Source: an optimization exercise on an open RTL-to-GDS flow (aim: small area). Production flows keep margins and buffers that such runs may drop. Only simulation tests tie the RTL to the original design; equivalence was not proved. The clock port is modelled as an ideal driver; clocking choices that lean on that would not hold on a real chip. Power is estimated from default activity; no workload was simulated.

## wip/pepper
==> flow/design.v (excerpt) <==
module a362m (
    input  wire        clk,
    input  wire        rst_n,
    input  wire        cmd_valid,
    input  wire [39:0] cmd_word,
    output wire        cmd_ready,
    output reg         done_valid,
    output wire [2:0]  done_status,
    output reg  [15:0] rd,
    output reg  [15:0] fx,
    output reg  [15:0] fy,
    output reg  [15:0] fz,
    output reg  [15:0] ft,
    output reg  [63:0] burst_buf,
    output reg  [3:0]  bufn,
    output reg  [7:0]  want,
    output reg  [7:0]  echo,
    output reg  [2:0]  status,
    output reg  [3:0]  err,
    output wire        busy,
    output wire        cs_open,
    output wire        tx_valid,
    output wire [7:0]  tx_byte,
    input  wire        rx_valid,
    input  wire [7:0]  rx_byte,
    input  wire        bus_fail
);
export LEC_CHECK = 0
export CAP_MARGIN = 20
export CORE_MARGIN = 2
export CORE_UTILIZATION = 60
export PLACE_DENSITY = 0.75
export SLEW_MARGIN = 20
export SYNTH_HIERARCHICAL = 1
create_clock -name core_clock -period 7.0 [get_ports {clk}]
standard.sh (not shown) runs the stock make flow with config.mk's settings and CLKGATE_MAP_FILE= SYNTH_SCRIPT=/design/flow/synth_recipe.tcl, a recipe that flattens the netlist after the stock synthesis.
==> flow/flow/run.sh <==
#!/bin/bash
# Standard ORFS flow (the standard.sh), with the port buffers and the
# clock tree built from smaller cells, and non-critical cells downsized
# after CTS (flow/post_cts.tcl).
export BUFFER_PORTS_ARGS="-buffer_cell sky130_fd_sc_hd__buf_1"
export CTS_ARGS="-sink_clustering_enable -repair_clock_nets -dont_use_dummy_load -buf_list sky130_fd_sc_hd__clkbuf_4 -sink_clustering_size 9 -sink_clustering_max_diameter 45"
export POST_CTS_TCL="$PWD/flow/post_cts.tcl"
bash standard.sh > standard.log 2>&1
==> flow/flow/post_cts.tcl <==
# After CTS: downsize cells off the critical paths, then repair any slew or
# capacitance limits that broke, and legalize the placement again.
estimate_parasitics -placement
repair_timing -recover_power 100 -verbose
repair_design -slew_margin 20 -cap_margin 20 -verbose
detailed_placement
check_placement -verbose
Input changes introduced in wip/violet (baseline for comparison: wip/pepper):
==> flow/run.sh (new file) <==
#!/bin/bash
# synth_recipe.tcl (not shown) runs the flow's synth.tcl, then flattens the netlist and writes it again
# the make line also repeats each setting of config.mk as NAME=value (left out here)
make -C /OpenROAD-flow-scripts/flow DESIGN_CONFIG=/design/flow/config.mk WORK_HOME=/design/flow/orfs CLKGATE_MAP_FILE= SYNTH_SCRIPT=/design/flow/synth_recipe.tcl finish
removed: flow/flow/run.sh
removed: flow/flow/post_cts.tcl
removed: flow/standard.sh
==> notes.md <==
As of wip/violet, design area had risen by more than 10% compared to wip/pepper. wip/pepper → wip/violet: share of final-layout standard cells stronger than drive strength 1 grew by 0.50 points; relative slew slack grew by 11 points; met1 usage in global routing grew by 1.7 points; combinational share of power shrank by 1.0 points. wip/violet vs. wip/pepper: wire length picked up an extra 11%, core occupancy in the finished layout picked up an extra 12 points, worst setup slack lost 470 ps, upper clock frequency limit lost 9.6%, global-route usage picked up an extra 3.5 points. The net load switching power of wip/violet is higher than that of wip/pepper. A launch point of the critical path of step[2] is what wip/violet shows, while op[3] belongs to wip/pepper.
> inputs changed (wip/violet -> wip/yarrow)
==> flow/flow/run.sh (new file) <==
#!/bin/bash
# The standard flow (standard.sh) with these changes:
#  - synthesis: the standard flow's own synthesis script (synth_recipe.tcl), except that
#    ABC maps the logic with an area-oriented script (flow/area.abc, hooked
#    in by flow/abc_override.tcl); the registers are not touched
#  - input and output port buffers: sky130_fd_sc_hd__buf_1
#  - clock tree: clkbuf_4 buffers, no dummy loads
#  - after CTS: non-critical cells downsized (flow/post_cts.tcl)
# Each tool's output is logged by ORFS under orfs/logs; make's is in
# standard.log.
set -euo pipefail
HERE=$PWD
{
  printf 'set ::env(MY_ABC_SCRIPT) {%s}\n' "$HERE/flow/area.abc"
  cat flow/abc_override.tcl
  cat synth_recipe.tcl
} > synth_area.tcl
sed "s#SYNTH_SCRIPT=[^ ]*#SYNTH_SCRIPT=$HERE/synth_area.tcl#" standard.sh > standard_area.sh
grep -q "SYNTH_SCRIPT=$HERE/synth_area.tcl" standard_area.sh
export BUFFER_PORTS_ARGS="-buffer_cell sky130_fd_sc_hd__buf_1"
export CTS_ARGS="-sink_clustering_enable -repair_clock_nets -dont_use_dummy_load -buf_list sky130_fd_sc_hd__clkbuf_4 -sink_clustering_size 9 -sink_clustering_max_diameter 45"
export POST_CTS_TCL="$HERE/flow/post_cts.tcl"
bash standard_area.sh > standard.log 2>&1
==> flow/flow/abc_override.tcl (new file) <==
# ABC maps the logic between the registers with flow/area.abc, an
# area-oriented script, in place of ORFS's speed script; every other
# argument of the call is kept.
proc abc {args} {
  set i [lsearch -exact $args -script]
  if {$i >= 0} {
    set args [lreplace $args [expr {$i + 1}] [expr {$i + 1}] $::env(MY_ABC_SCRIPT)]
  }
  yosys abc {*}$args
}
==> flow/flow/area.abc (new file) <==
strash
&get -n
&fraig -x
&put
scorr
dc2
strash
&get -n
&st
&syn2
&dch -f
&nf -a -R 1000
&put
==> flow/flow/post_cts.tcl (new file) <==
# After CTS: downsize cells off the critical paths, then repair any slew or
# capacitance limits that broke, and legalize the placement again.
estimate_parasitics -placement
repair_timing -recover_power 100 -verbose
repair_design -slew_margin 20 -cap_margin 20 -verbose
detailed_placement
check_placement -verbose
==> flow/standard.sh (new file) <==
#!/bin/bash
# synth_recipe.tcl (not shown) runs the flow's synth.tcl, then flattens the netlist and writes it again
# the make line also repeats each setting of config.mk as NAME=value (left out here)
make -C /OpenROAD-flow-scripts/flow DESIGN_CONFIG=/design/flow/config.mk WORK_HOME=/design/flow/orfs CLKGATE_MAP_FILE= SYNTH_SCRIPT=/design/flow/synth_recipe.tcl "${@:-finish}"
removed: flow/run.sh
### Flow results
wip/yarrow vs wip/violet: number of vias per cell after detailed routing down. A critical path's slowest cell of nor3_2 is what wip/violet shows, while nor4bb_1 belongs to wip/yarrow. Summary: with wip/violet as the reference, net count after synthesis in wip/yarrow moved down by a little under 10%. Summary of wip/yarrow over wip/violet: number of nets in the finished design dropped 0.94%, non-clock buffer count climbed about 1.2%, initial standard-cell utilization of the core barely changed, sequential share of layout area climbed 8.4 points, critical path depth climbed 2. wip/yarrow reports its launch point of the critical path as op[1] while wip/violet reports step[2]. On setup slack after layout, wip/yarrow does better than wip/violet.
## Diff of input files: wip/ember against wip/yarrow
==> flow/flow/run.sh <==
#!/bin/bash
# Standard ORFS flow (the standard.sh), with the port buffers and the
# clock tree built from smaller cells, and non-critical cells downsized
# after CTS (flow/post_cts.tcl).
export BUFFER_PORTS_ARGS="-buffer_cell sky130_fd_sc_hd__buf_1"
export CTS_ARGS="-sink_clustering_enable -repair_clock_nets -dont_use_dummy_load -buf_list sky130_fd_sc_hd__clkbuf_4 -sink_clustering_size 10 -sink_clustering_max_diameter 50"
export POST_CTS_TCL="$PWD/flow/post_cts.tcl"
bash standard.sh > standard.log 2>&1
removed: flow/flow/abc_override.tcl
removed: flow/flow/area.abc
## What came out
wip/ember vs. wip/yarrow: portion of total power attributed to combinational logic now sits higher; overall die area now sits higher; global-route usage now sits lower.

* * *

Setup of raven:
Another version of the RTL of a362m (not shown whole).
For scale: ~1,000 cells after synthesis, about 250 flip-flops, about 240 I/O pins, roughly 0.011 sq mm of cells after synthesis.
==> flow/config.mk <==
export PLATFORM = sky130hd
export DESIGN_NAME = a362m
export DESIGN_NICKNAME = a362m
export VERILOG_FILES = /design/flow/design.v
export SDC_FILE = /design/flow/constraint.sdc
export NUM_CORES = 4
export LEC_CHECK = 0
export CAP_MARGIN = 20
export CORE_MARGIN = 2
export CORE_UTILIZATION = 70
export PLACE_DENSITY = 0.8
export SLEW_MARGIN = 20
export SYNTH_HIERARCHICAL = 1
==> flow/constraint.sdc <==
create_clock -name core_clock -period 7.0 [get_ports {clk}]
set_input_delay 1.4000 -clock core_clock [delete_from_list [all_inputs] [get_ports {clk}]]
set_output_delay 1.4000 -clock core_clock [all_outputs]
set_load 0.01 [all_outputs]
==> flow/flow/run.sh <==
#!/bin/bash
# Standard ORFS flow (the standard.sh), with the port buffers and the
# clock tree built from smaller cells, and non-critical cells downsized
# after CTS (flow/post_cts.tcl).
export BUFFER_PORTS_ARGS="-buffer_cell sky130_fd_sc_hd__buf_1"
export CTS_ARGS="-sink_clustering_enable -repair_clock_nets -dont_use_dummy_load -buf_list sky130_fd_sc_hd__clkbuf_4 -sink_clustering_size 8 -sink_clustering_max_diameter 40"
export POST_CTS_TCL="$PWD/flow/post_cts.tcl"
bash standard.sh > standard.log 2>&1
==> flow/flow/post_cts.tcl <==
# After CTS: downsize cells off the critical paths, then repair any slew or
# capacitance limits that broke, and legalize the placement again.
estimate_parasitics -placement
repair_timing -recover_power 100 -verbose
repair_design -slew_margin 20 -cap_margin 20 -verbose
detailed_placement
check_placement -verbose
--- input diff raven..fjord ---
- swapping 70 for 60 in CORE_UTILIZATION
- swapping 0.8 for 0.75 in PLACE_DENSITY
- Diff raven -> fjord | clock network contribution to total cell area | increase of 0.17 points
- fjord ended with more number of tapcells than raven.
- raven → fjord: cell area power density higher; placeable core region higher.
- Final cell count without fillers of fjord exceeds that of raven slightly.
### fjord -> sierra
- CORE_UTILIZATION now 70, was 60
- PLACE_DENSITY now 0.8, was 0.75
--- a/flow/flow/run.sh
+++ b/flow/flow/run.sh
@@ -6 +6 @@
-export CTS_ARGS="-sink_clustering_enable -repair_clock_nets -dont_use_dummy_load -buf_list sky130_fd_sc_hd__clkbuf_4 -sink_clustering_size 8 -sink_clustering_max_diameter 40"
+export CTS_ARGS="-sink_clustering_enable -repair_clock_nets -dont_use_dummy_load -buf_list sky130_fd_sc_hd__clkbuf_4 -sink_clustering_size 12 -sink_clustering_max_diameter 35"
### Flow results
Setup WNS fjord -> sierra: better
Diff fjord -> sierra: total detailed-routing wirelength moved up; part of the cycle the worst path needs shows a reduction of 1.8 points.
What zinc does differently from sierra at the input level:
--- a/flow/flow/run.sh
+++ b/flow/flow/run.sh
@@ -6 +6 @@
-export CTS_ARGS="-sink_clustering_enable -repair_clock_nets -dont_use_dummy_load -buf_list sky130_fd_sc_hd__clkbuf_4 -sink_clustering_size 12 -sink_clustering_max_diameter 35"
+export CTS_ARGS="-sink_clustering_enable -repair_clock_nets -dont_use_dummy_load -buf_list sky130_fd_sc_hd__clkbuf_4 -sink_clustering_size 10 -sink_clustering_max_diameter 40"
Notes after the runs:
- Each of the runs, namely sierra and zinc, reached the end of the flow and came out clean.
- | worst hold slack | zinc vs sierra | ≈ equal |
- After detailed routing, sierra needs more wire than zinc.
- Changes observed in zinc relative to sierra: global router's overall resource usage has decreased; setup slack has decreased; clock network area share has decreased.
- Comparing sierra and zinc, reg-to-reg setup timing slack is higher on sierra.

## afterwards: timing with drivers on the ports
No port has a modelled driver above. Below, the same layouts with a new extraction and two added sets of constraints.
Step 1 assumes that a clkbuf_16 drives the clock port and a buf_2 every other input.
Step 2 times the ports against the registers' clock, not the clock port: input delays grow and output delays shrink by t, the midpoint of the rising clock arrivals with the driver on.
a / b / c = ideal ports / drivers / drivers and shift; a / b = the first two.
run	t (ns)	setup slack, ns	cell pins on the clock port's net
wip/pepper	0.639	2.582 / 2.537 / 2.629	1
wip/violet	0.575	2.112 / 2.064 / 2.261	1
wip/yarrow	0.663	2.487 / 2.447 / 2.240	1
wip/ember	0.699	2.442 / 2.398 / 2.617	1
raven	0.626	2.480 / 2.439 / 2.556	1
fjord	0.653	2.365 / 2.323 / 2.614	1
sierra	0.638	2.489 / 2.448 / 2.562	1
zinc	0.709	2.413 / 2.373 / 2.580	1
After both steps setup and hold are still met in every run listed. The setup slack of wip/yarrow, which loses most, moves by -0.040 ns with the drivers and by -0.247 ns with both steps.
